Background: an optimization exercise with open tools, aiming at a short achievable clock period and few clock cycles. Do not read the settings as production practice. The RTL was checked by simulation tests, not by an equivalence proof against the original design.

`flow/config.mk`:
```
export PLATFORM = sky130hd
export DESIGN_NAME = crc32_engine
export DESIGN_NICKNAME = crc32_engine
export VERILOG_FILES = /design/flow/design.v
export SDC_FILE = /design/flow/constraint.sdc
export NUM_CORES = 4
export LEC_CHECK = 0
export CAP_MARGIN = 20
export CORE_MARGIN = 2
export CORE_UTILIZATION = 40
export SLEW_MARGIN = 20
export SYNTH_MEMORY_MAX_BITS = 65536
```
`flow/constraint.sdc`:
```
create_clock -name core_clock -period 6.0 [get_ports {clk}]
set_input_delay 1.2000 -clock core_clock [delete_from_list [all_inputs] [get_ports {clk}]]
set_output_delay 1.2000 -clock core_clock [all_outputs]
set_load 0.01 [all_outputs]
```
`flow/design.v`:
```
module crc32_rom (
    input  wire [7:0]  idx,
    output reg  [31:0] data
);
    always @(*) begin
        case (idx)
            8'h00: data = 32'h00000000;
            8'h01: data = 32'h77073096;
            8'h02: data = 32'hEE0E612C;
            8'h03: data = 32'h990951BA;
            8'h04: data = 32'h076DC419;
            8'h05: data = 32'h706AF48F;
            8'h06: data = 32'hE963A535;
            8'h07: data = 32'h9E6495A3;
            8'h08: data = 32'h0EDB8832;
            8'h09: data = 32'h79DCB8A4;
            8'h0A: data = 32'hE0D5E91E;
            8'h0B: data = 32'h97D2D988;
            8'h0C: data = 32'h09B64C2B;
            8'h0D: data = 32'h7EB17CBD;
            8'h0E: data = 32'hE7B82D07;
            8'h0F: data = 32'h90BF1D91;
            8'h10: data = 32'h1DB71064;
            8'h11: data = 32'h6AB020F2;
            8'h12: data = 32'hF3B97148;
            8'h13: data = 32'h84BE41DE;
            8'h14: data = 32'h1ADAD47D;
            8'h15: data = 32'h6DDDE4EB;
            8'h16: data = 32'hF4D4B551;
            8'h17: data = 32'h83D385C7;
            8'h18: data = 32'h136C9856;
            8'h19: data = 32'h646BA8C0;
            8'h1A: data = 32'hFD62F97A;
            8'h1B: data = 32'h8A65C9EC;
            8'h1C: data = 32'h14015C4F;
            8'h1D: data = 32'h63066CD9;
            8'h1E: data = 32'hFA0F3D63;
            8'h1F: data = 32'h8D080DF5;
            8'h20: data = 32'h3B6E20C8;
            8'h21: data = 32'h4C69105E;
            8'h22: data = 32'hD56041E4;
            8'h23: data = 32'hA2677172;
            8'h24: data = 32'h3C03E4D1;
            8'h25: data = 32'h4B04D447;
            8'h26: data = 32'hD20D85FD;
            8'h27: data = 32'hA50AB56B;
            8'h28: data = 32'h35B5A8FA;
            8'h29: data = 32'h42B2986C;
            8'h2A: data = 32'hDBBBC9D6;
            8'h2B: data = 32'hACBCF940;
            8'h2C: data = 32'h32D86CE3;
            8'h2D: data = 32'h45DF5C75;
            8'h2E: data = 32'hDCD60DCF;
            8'h2F: data = 32'hABD13D59;
            8'h30: data = 32'h26D930AC;
            8'h31: data = 32'h51DE003A;
            8'h32: data = 32'hC8D75180;
            8'h33: data = 32'hBFD06116;
            8'h34: data = 32'h21B4F4B5;
            8'h35: data = 32'h56B3C423;
            8'h36: data = 32'hCFBA9599;
            8'h37: data = 32'hB8BDA50F;
            8'h38: data = 32'h2802B89E;
            8'h39: data = 32'h5F058808;
            8'h3A: data = 32'hC60CD9B2;
            8'h3B: data = 32'hB10BE924;
            8'h3C: data = 32'h2F6F7C87;
            8'h3D: data = 32'h58684C11;
            8'h3E: data = 32'hC1611DAB;
            8'h3F: data = 32'hB6662D3D;
            8'h40: data = 32'h76DC4190;
            8'h41: data = 32'h01DB7106;
            8'h42: data = 32'h98D220BC;
            8'h43: data = 32'hEFD5102A;
            8'h44: data = 32'h71B18589;
            8'h45: data = 32'h06B6B51F;
            8'h46: data = 32'h9FBFE4A5;
            8'h47: data = 32'hE8B8D433;
            8'h48: data = 32'h7807C9A2;
            8'h49: data = 32'h0F00F934;
            8'h4A: data = 32'h9609A88E;
            8'h4B: data = 32'hE10E9818;
            8'h4C: data = 32'h7F6A0DBB;
            8'h4D: data = 32'h086D3D2D;
            8'h4E: data = 32'h91646C97;
            8'h4F: data = 32'hE6635C01;
            8'h50: data = 32'h6B6B51F4;
            8'h51: data = 32'h1C6C6162;
            8'h52: data = 32'h856530D8;
            8'h53: data = 32'hF262004E;
            8'h54: data = 32'h6C0695ED;
            8'h55: data = 32'h1B01A57B;
            8'h56: data = 32'h8208F4C1;
            8'h57: data = 32'hF50FC457;
            8'h58: data = 32'h65B0D9C6;
            8'h59: data = 32'h12B7E950;
            8'h5A: data = 32'h8BBEB8EA;
            8'h5B: data = 32'hFCB9887C;
            8'h5C: data = 32'h62DD1DDF;
            8'h5D: data = 32'h15DA2D49;
            8'h5E: data = 32'h8CD37CF3;
            8'h5F: data = 32'hFBD44C65;
            8'h60: data = 32'h4DB26158;
            8'h61: data = 32'h3AB551CE;
            8'h62: data = 32'hA3BC0074;
            8'h63: data = 32'hD4BB30E2;
            8'h64: data = 32'h4ADFA541;
            8'h65: data = 32'h3DD895D7;
            8'h66: data = 32'hA4D1C46D;
            8'h67: data = 32'hD3D6F4FB;
            8'h68: data = 32'h4369E96A;
            8'h69: data = 32'h346ED9FC;
            8'h6A: data = 32'hAD678846;
            8'h6B: data = 32'hDA60B8D0;
            8'h6C: data = 32'h44042D73;
            8'h6D: data = 32'h33031DE5;
            8'h6E: data = 32'hAA0A4C5F;
            8'h6F: data = 32'hDD0D7CC9;
            8'h70: data = 32'h5005713C;
            8'h71: data = 32'h270241AA;
            8'h72: data = 32'hBE0B1010;
            8'h73: data = 32'hC90C2086;
            8'h74: data = 32'h5768B525;
            8'h75: data = 32'h206F85B3;
            8'h76: data = 32'hB966D409;
            8'h77: data = 32'hCE61E49F;
            8'h78: data = 32'h5EDEF90E;
            8'h79: data = 32'h29D9C998;
            8'h7A: data = 32'hB0D09822;
            8'h7B: data = 32'hC7D7A8B4;
            8'h7C: data = 32'h59B33D17;
            8'h7D: data = 32'h2EB40D81;
            8'h7E: data = 32'hB7BD5C3B;
            8'h7F: data = 32'hC0BA6CAD;
            8'h80: data = 32'hEDB88320;
            8'h81: data = 32'h9ABFB3B6;
            8'h82: data = 32'h03B6E20C;
            8'h83: data = 32'h74B1D29A;
            8'h84: data = 32'hEAD54739;
            8'h85: data = 32'h9DD277AF;
            8'h86: data = 32'h04DB2615;
            8'h87: data = 32'h73DC1683;
            8'h88: data = 32'hE3630B12;
            8'h89: data = 32'h94643B84;
            8'h8A: data = 32'h0D6D6A3E;
            8'h8B: data = 32'h7A6A5AA8;
            8'h8C: data = 32'hE40ECF0B;
            8'h8D: data = 32'h9309FF9D;
            8'h8E: data = 32'h0A00AE27;
            8'h8F: data = 32'h7D079EB1;
            8'h90: data = 32'hF00F9344;
            8'h91: data = 32'h8708A3D2;
            8'h92: data = 32'h1E01F268;
            8'h93: data = 32'h6906C2FE;
            8'h94: data = 32'hF762575D;
            8'h95: data = 32'h806567CB;
            8'h96: data = 32'h196C3671;
            8'h97: data = 32'h6E6B06E7;
            8'h98: data = 32'hFED41B76;
            8'h99: data = 32'h89D32BE0;
            8'h9A: data = 32'h10DA7A5A;
            8'h9B: data = 32'h67DD4ACC;
            8'h9C: data = 32'hF9B9DF6F;
            8'h9D: data = 32'h8EBEEFF9;
            8'h9E: data = 32'h17B7BE43;
            8'h9F: data = 32'h60B08ED5;
            8'hA0: data = 32'hD6D6A3E8;
            8'hA1: data = 32'hA1D1937E;
            8'hA2: data = 32'h38D8C2C4;
            8'hA3: data = 32'h4FDFF252;
            8'hA4: data = 32'hD1BB67F1;
            8'hA5: data = 32'hA6BC5767;
            8'hA6: data = 32'h3FB506DD;
            8'hA7: data = 32'h48B2364B;
            8'hA8: data = 32'hD80D2BDA;
            8'hA9: data = 32'hAF0A1B4C;
            8'hAA: data = 32'h36034AF6;
            8'hAB: data = 32'h41047A60;
            8'hAC: data = 32'hDF60EFC3;
            8'hAD: data = 32'hA867DF55;
            8'hAE: data = 32'h316E8EEF;
            8'hAF: data = 32'h4669BE79;
            8'hB0: data = 32'hCB61B38C;
            8'hB1: data = 32'hBC66831A;
            8'hB2: data = 32'h256FD2A0;
            8'hB3: data = 32'h5268E236;
            8'hB4: data = 32'hCC0C7795;
            8'hB5: data = 32'hBB0B4703;
            8'hB6: data = 32'h220216B9;
            8'hB7: data = 32'h5505262F;
            8'hB8: data = 32'hC5BA3BBE;
            8'hB9: data = 32'hB2BD0B28;
            8'hBA: data = 32'h2BB45A92;
            8'hBB: data = 32'h5CB36A04;
            8'hBC: data = 32'hC2D7FFA7;
            8'hBD: data = 32'hB5D0CF31;
            8'hBE: data = 32'h2CD99E8B;
            8'hBF: data = 32'h5BDEAE1D;
            8'hC0: data = 32'h9B64C2B0;
            8'hC1: data = 32'hEC63F226;
            8'hC2: data = 32'h756AA39C;
            8'hC3: data = 32'h026D930A;
            8'hC4: data = 32'h9C0906A9;
            8'hC5: data = 32'hEB0E363F;
            8'hC6: data = 32'h72076785;
            8'hC7: data = 32'h05005713;
            8'hC8: data = 32'h95BF4A82;
            8'hC9: data = 32'hE2B87A14;
            8'hCA: data = 32'h7BB12BAE;
            8'hCB: data = 32'h0CB61B38;
            8'hCC: data = 32'h92D28E9B;
            8'hCD: data = 32'hE5D5BE0D;
            8'hCE: data = 32'h7CDCEFB7;
            8'hCF: data = 32'h0BDBDF21;
            8'hD0: data = 32'h86D3D2D4;
            8'hD1: data = 32'hF1D4E242;
            8'hD2: data = 32'h68DDB3F8;
            8'hD3: data = 32'h1FDA836E;
            8'hD4: data = 32'h81BE16CD;
            8'hD5: data = 32'hF6B9265B;
            8'hD6: data = 32'h6FB077E1;
            8'hD7: data = 32'h18B74777;
            8'hD8: data = 32'h88085AE6;
            8'hD9: data = 32'hFF0F6A70;
            8'hDA: data = 32'h66063BCA;
            8'hDB: data = 32'h11010B5C;
            8'hDC: data = 32'h8F659EFF;
            8'hDD: data = 32'hF862AE69;
            8'hDE: data = 32'h616BFFD3;
            8'hDF: data = 32'h166CCF45;
            8'hE0: data = 32'hA00AE278;
            8'hE1: data = 32'hD70DD2EE;
            8'hE2: data = 32'h4E048354;
            8'hE3: data = 32'h3903B3C2;
            8'hE4: data = 32'hA7672661;
            8'hE5: data = 32'hD06016F7;
            8'hE6: data = 32'h4969474D;
            8'hE7: data = 32'h3E6E77DB;
            8'hE8: data = 32'hAED16A4A;
            8'hE9: data = 32'hD9D65ADC;
            8'hEA: data = 32'h40DF0B66;
            8'hEB: data = 32'h37D83BF0;
            8'hEC: data = 32'hA9BCAE53;
            8'hED: data = 32'hDEBB9EC5;
            8'hEE: data = 32'h47B2CF7F;
            8'hEF: data = 32'h30B5FFE9;
            8'hF0: data = 32'hBDBDF21C;
            8'hF1: data = 32'hCABAC28A;
            8'hF2: data = 32'h53B39330;
            8'hF3: data = 32'h24B4A3A6;
            8'hF4: data = 32'hBAD03605;
            8'hF5: data = 32'hCDD70693;
            8'hF6: data = 32'h54DE5729;
            8'hF7: data = 32'h23D967BF;
            8'hF8: data = 32'hB3667A2E;
            8'hF9: data = 32'hC4614AB8;
            8'hFA: data = 32'h5D681B02;
            8'hFB: data = 32'h2A6F2B94;
            8'hFC: data = 32'hB40BBE37;
            8'hFD: data = 32'hC30C8EA1;
            8'hFE: data = 32'h5A05DF1B;
            8'hFF: data = 32'h2D02EF8D;
            default: data = 32'h00000000;
        endcase
    end
endmodule
module crc32_engine (
    input  wire        clk,
    input  wire        rst,
    input  wire        cmd_valid,
    output wire        cmd_ready,
    input  wire [7:0]  cmd,
    input  wire [31:0] din,
    output wire [31:0] dout,
    output wire        err
);
    localparam [31:0] CRC_INIT   = 32'hFFFFFFFF;
    localparam [31:0] CRC_XOROUT = 32'hFFFFFFFF;
    localparam [3:0] OP_NOP     = 4'h0;
    localparam [3:0] OP_INIT    = 4'h1;
    localparam [3:0] OP_LOAD    = 4'h2;
    localparam [3:0] OP_UPDATE  = 4'h3;
    localparam [3:0] OP_RDSTATE = 4'h4;
    localparam [3:0] OP_FINAL   = 4'h5;
    localparam [3:0] OP_RDTAB   = 4'h6;
    reg [31:0] s_q;       
    reg [31:0] dout_q;    
    reg        err_q;     
    reg        ready_q;   
    wire [3:0] op  = cmd[7:4];
    wire [1:0] rsv = cmd[3:2];
    wire [1:0] n   = cmd[1:0];
    wire legal = (op <= OP_RDTAB) && (rsv == 2'b00) &&
                 ((op == OP_UPDATE) || (n == 2'b00));
    wire accept = cmd_valid && ready_q;
    wire [31:0] t0, t1, t2, t3;
    wire [31:0] s1, s2, s3, s4;
    crc32_rom u_rom0 (.idx(s_q[7:0] ^ din[7:0]),   .data(t0));
    assign s1 = {8'h00, s_q[31:8]} ^ t0;
    crc32_rom u_rom1 (.idx(s1[7:0] ^ din[15:8]),   .data(t1));
    assign s2 = {8'h00, s1[31:8]} ^ t1;
    crc32_rom u_rom2 (.idx(s2[7:0] ^ din[23:16]),  .data(t2));
    assign s3 = {8'h00, s2[31:8]} ^ t2;
    crc32_rom u_rom3 (.idx(s3[7:0] ^ din[31:24]),  .data(t3));
    assign s4 = {8'h00, s3[31:8]} ^ t3;
    reg [31:0] s_upd;
    always @(*) begin
        case (n)
            2'd0:    s_upd = s1;
            2'd1:    s_upd = s2;
            2'd2:    s_upd = s3;
            default: s_upd = s4;
        endcase
    end
    wire [31:0] t_rd;
    crc32_rom u_rom_rd (.idx(din[7:0]), .data(t_rd));
    always @(posedge clk) begin
        if (rst) begin
            s_q     <= CRC_INIT;
            dout_q  <= 32'h00000000;
            err_q   <= 1'b0;
            ready_q <= 1'b0;
        end else begin
            ready_q <= 1'b1;
            if (accept) begin
                if (!legal) begin
                    err_q <= 1'b1;
                end else begin
                    case (op)
                        OP_INIT:    s_q    <= CRC_INIT;
                        OP_LOAD:    s_q    <= din;
                        OP_UPDATE:  s_q    <= s_upd;
                        OP_RDSTATE: dout_q <= s_q;
                        OP_FINAL:   dout_q <= s_q ^ CRC_XOROUT;
                        OP_RDTAB:   dout_q <= t_rd;
                        default:    ;   
                    endcase
                end
            end
        end
    end
    assign cmd_ready = ready_q;
    assign dout      = dout_q;
    assign err       = err_q;
endmodule
```
`flow/run.sh`:
```
#!/bin/bash
# synth_recipe.tcl (not shown) runs the flow's synth.tcl, then flattens the netlist and writes it again
# the make line also repeats each setting of config.mk as NAME=value (left out here)
make -C /OpenROAD-flow-scripts/flow DESIGN_CONFIG=/design/flow/config.mk WORK_HOME=/design/flow/orfs CLKGATE_MAP_FILE= SYNTH_SCRIPT=/design/flow/synth_recipe.tcl finish
```
==> metrics.md <==
| Metric | Value |
|---|---|
| Worst Path Buf+Inv | `1` |
| Ys flop type | `dfxtp_1` |
| Cell mode on critical path | `xnor3_1` |
| RSZ-0062 raised after global routing | `false` |
| TritonCTS clock tree | `built` |
| Setup Buffers After CTS | `0` |
| Status | `finished clean` |
| Final WL | `32500 um` |
| Initial Util | `between 40% and 50%` |
| Layout cells sized above 1 | `around 14%` |
| TritonCTS Buffers | `9` |
| Number of global-route vias before repair | `7199` |
| Worst-path clk slew | `0.06 ns` |
| Worst EP arrival | `between 5 and 6 ns` |
| Drt first pass iters | `5` |
| Slew headroom | `between 30% and 40%` |
| CTS resizes | `0` |
| Fin nets | `around 1100` |
| CP Class | `input pin to register` |
| Fmax | `roughly 0.18 GHz` |
| # setup viols final | `0` |
| Footprint of the multi-input gates | `between 0.006 and 0.007 mm^2` |
| Fin Clk Skew | `0.0154 ns` |
| Ports | `77` |
| Register area share after synthesis | `15.8%` |
| Storage element area | `approximately 0.0013 mm^2` |
| Commonest non-fill, non-tap cells in the layout | `xnor2_1 (181), nor2_1 (125), a21oi_1 (85)` |
| Row cnt | `52` |
| Post-DR wirelength/cell | `~25 um` |
| Tmin final | `about 5.6 ns` |
| Final Cycle Share | `a little over nine tenths` |
| IO Port Bufs | `76` |
| Post-DP HPWL | `approximately 26000 um` |
| Worst skew pair latency | `around 0.35 ns` |
| R2R cell count | `14` |
| Residual DRC count | `0` |
| Syn nets | `about 1000` |
| Worst path slowest cell | `clkdlybuf4s50_1` |
| CP required | `6.29 ns` |
| Critical Path Sink Type | `register` |
| Remaining antenna violation count after routing | `0` |
| Share of flip-flops with an asynchronous set or reset | `0%` |
| Global route overflow | `0` |
| CP max stage delay | `around 0.60 ns` |
| Layout area overhead | `21.2%` |
| Slew Viols, Final | `0` |
| Mean Syn Cell Area | `9.00 um^2` |
| DP Worst Slack | `slightly below 0.03 ns` |
| H-tree depth | `3` |
| Initial antenna violation count | `0` |
| Max Cap Viol | `0` |
| Crit Path Max Fanout | `7` |
| Gpl congestion | `1.00` |
| Startpoint Class | `input pin` |
| CTS Hold Bufs | `0` |
| Least-Margin Pin Slew | `around 0.94 ns` |
| Worst-path cell chain | `clkdlybuf4s50_1, xnor2_2, xnor3_2, xnor3_1, xnor3_1, xnor3_1, xnor2_1, ha_1, mux2i_1, xor2_1, a211oi_1, o22a_1` |
| Netlist cell types | `53` |
| HP Class | `register to register` |
| Final hold violations | `0` |
| Synth Instances | `slightly above 900` |
| YS warnings | `2` |
| Number of synthesized flops with an enable pin | `0` |
| Antenna Cells | `0` |
| Root buf cell | `clkbuf_16` |
| Area of the die | `about 0.022 mm^2` |
| Fillers | `between 1500 and 2000` |
| Total GRT Usage | `29.9%` |
| Setup TNS | `0 ns` |
| DIE WIDTH | `between 100 and 150 um` |
| Clock Sinks | `66` |
| Core Box Area | `0.0204 mm^2` |
| Die Y | `between 100 and 150 um` |
| Drt initial violations | `about 770` |
| Crit path max-delay family | `XOR/XNOR gates` |
| Mapped Area | `about 0.0083 mm^2` |
| Seq cells post-synth | `66` |
| First-pass GRT wire length | `47900 um` |
| Clk buf depth | `2` |
| Pin count of the biggest net entering global routing | `67` |
| Via count | `~7500` |
| Commonest non-fill, non-tap cell in the layout | `xnor2_1` |
| Vias per inst | `about 5.8` |
| WHS Path Cells | `2` |
| Final worst slack | `0.351 ns` |
| Critical Path Stages | `12` |
[synthesized netlist by cell type, drive strengths merged, types with 2 or more instances]
library cell,n,share of area (%)
a211oi,37,3.3
a21oi,85,5.1
a221oi,24,2.6
a31oi,4,0.30
and2,3,0.22
buf,15,1.1
clkbuf,51,2.3
dfxtp,66,16
ha,8,1.2
inv,13,0.58
mux2i,14,1.7
mux4,3,0.81
nand2,32,1.4
nand2b,2,0.15
nand3,8,0.48
nor2,125,5.6
nor3,7,0.42
o2111ai,3,0.31
o211ai,3,0.27
o21ai,42,2.5
o221ai,3,0.31
o22ai,22,1.6
o311ai,2,0.21
or3,2,0.15
xnor2,198,23
xnor3,53,14
xor2,73,8.2
xor3,15,4.3
[cells by family (layout without fill, tap and decap cells)]
kind of cell | after synthesis | after routing | synth area share (%)
buffers and inverters | 79 | 188 | 3.99
xor gates and xnor gates | 339 | 339 | 50.0
adders and majority gates | 8 | 8 | 1.20
AOI/OAI and AO/OA | 233 | 233 | 17.4
and+or+nand+nor | 185 | 185 | 9.01
DFF | 66 | 66 | 15.8
muxes | 17 | 17 | 2.49
[metal layers]
layer / GRT usage (%) / vias up / routed length (um)
li1: - / 3440 / -
met1: 39.4 / 3528 / 13200
met2: 48.2 / 459 / 14900
met3: 5.67 / 91 / 2970
met4: 12.5 / 0 / 1380
met5: 0 / - / 0
[layout make-up]
type                       count  share of cell area [%]
clock buffer                  10                    2.36
clock inverter                 6                   0.878
inverter                      13                   0.482
multi-input combinational    782                    66.3
sequential                    66                    13.1
tap                          270                    3.34
timing repair buffer         159                    13.6
[sequential cells by signal, summed over array words and instances (netlist names)]
name / cells
dout_q: 32
err_q: 1
ready_q: 1
s_q: 32
[worst reg2reg max path, stage by stage, from the launching register on]
cell,delay (ns)
dfxtp_1,0.66
xnor3_1,0.53
xnor3_1,0.42
xnor3_1,0.45
xor3_1,0.43
xnor3_1,0.46
xor2_2,0.19
buf_4,0.23
inv_1,0.07
ha_1,0.21
o21ai_0,0.15
o21ai_0,0.24
xnor2_1,0.19
o21ai_0,0.30
a21oi_1,0.12
[final timing paths]
path | start | slack [ns] | to
setup / recovery | din[0] | 0.35 | s_q[3]
hold / removal | err_q | 0.47 | err_q
setup reg to reg | s_q[5] | 1.21 | s_q[12]
hold reg to reg | err_q | 0.47 | err_q
[through the flow]
| step | cell area, um^2 | hold slack, ns | std cells | util [%] |
|---|---|---|---|---|
| after floorplan | 8350 | 0.475 | 927 | - |
| after global placement | 9780 | 0.462 | 1290 | 48.0 |
| after detailed placement | 9790 | 0.465 | 1290 | 48.1 |
| after CTS | 10100 | 0.479 | 1306 | 49.7 |
| after global routing | 10100 | 0.487 | 1306 | 49.7 |
| final | 10100 | 0.474 | 1306 | 49.7 |
Testbench counts, summed over its fixed seeds: cycles 5,925.

-- what the ideal ports hide --
How much do the figures lean on ideal ports? The routed layout below was timed once more, with nothing changed but the port constraints. Step 1 sets driving cells, clkbuf_16 on the clock port and buf_2 on the other inputs (assumed; they add their load-dependent delay and slew). Step 2 moves the port delays by t, midway between the first and last clock arrival at a register: inputs arrive t later, outputs are due t later. That takes back most of the time a late clock gives input paths. a / b / c = ideal / step 1 / step 2; a / b = the first two.
shift t [ns]: 0.393
setup WS [ns]: 0.351 / 0.365 / -0.028
worst hold slack (ns): 0.474 / 0.474 / 0.474
Met with ideal ports but missed after step 2: setup timing in this run. The setup slack of this run moves by +0.014 ns with the drivers and by -0.379 ns with both steps.
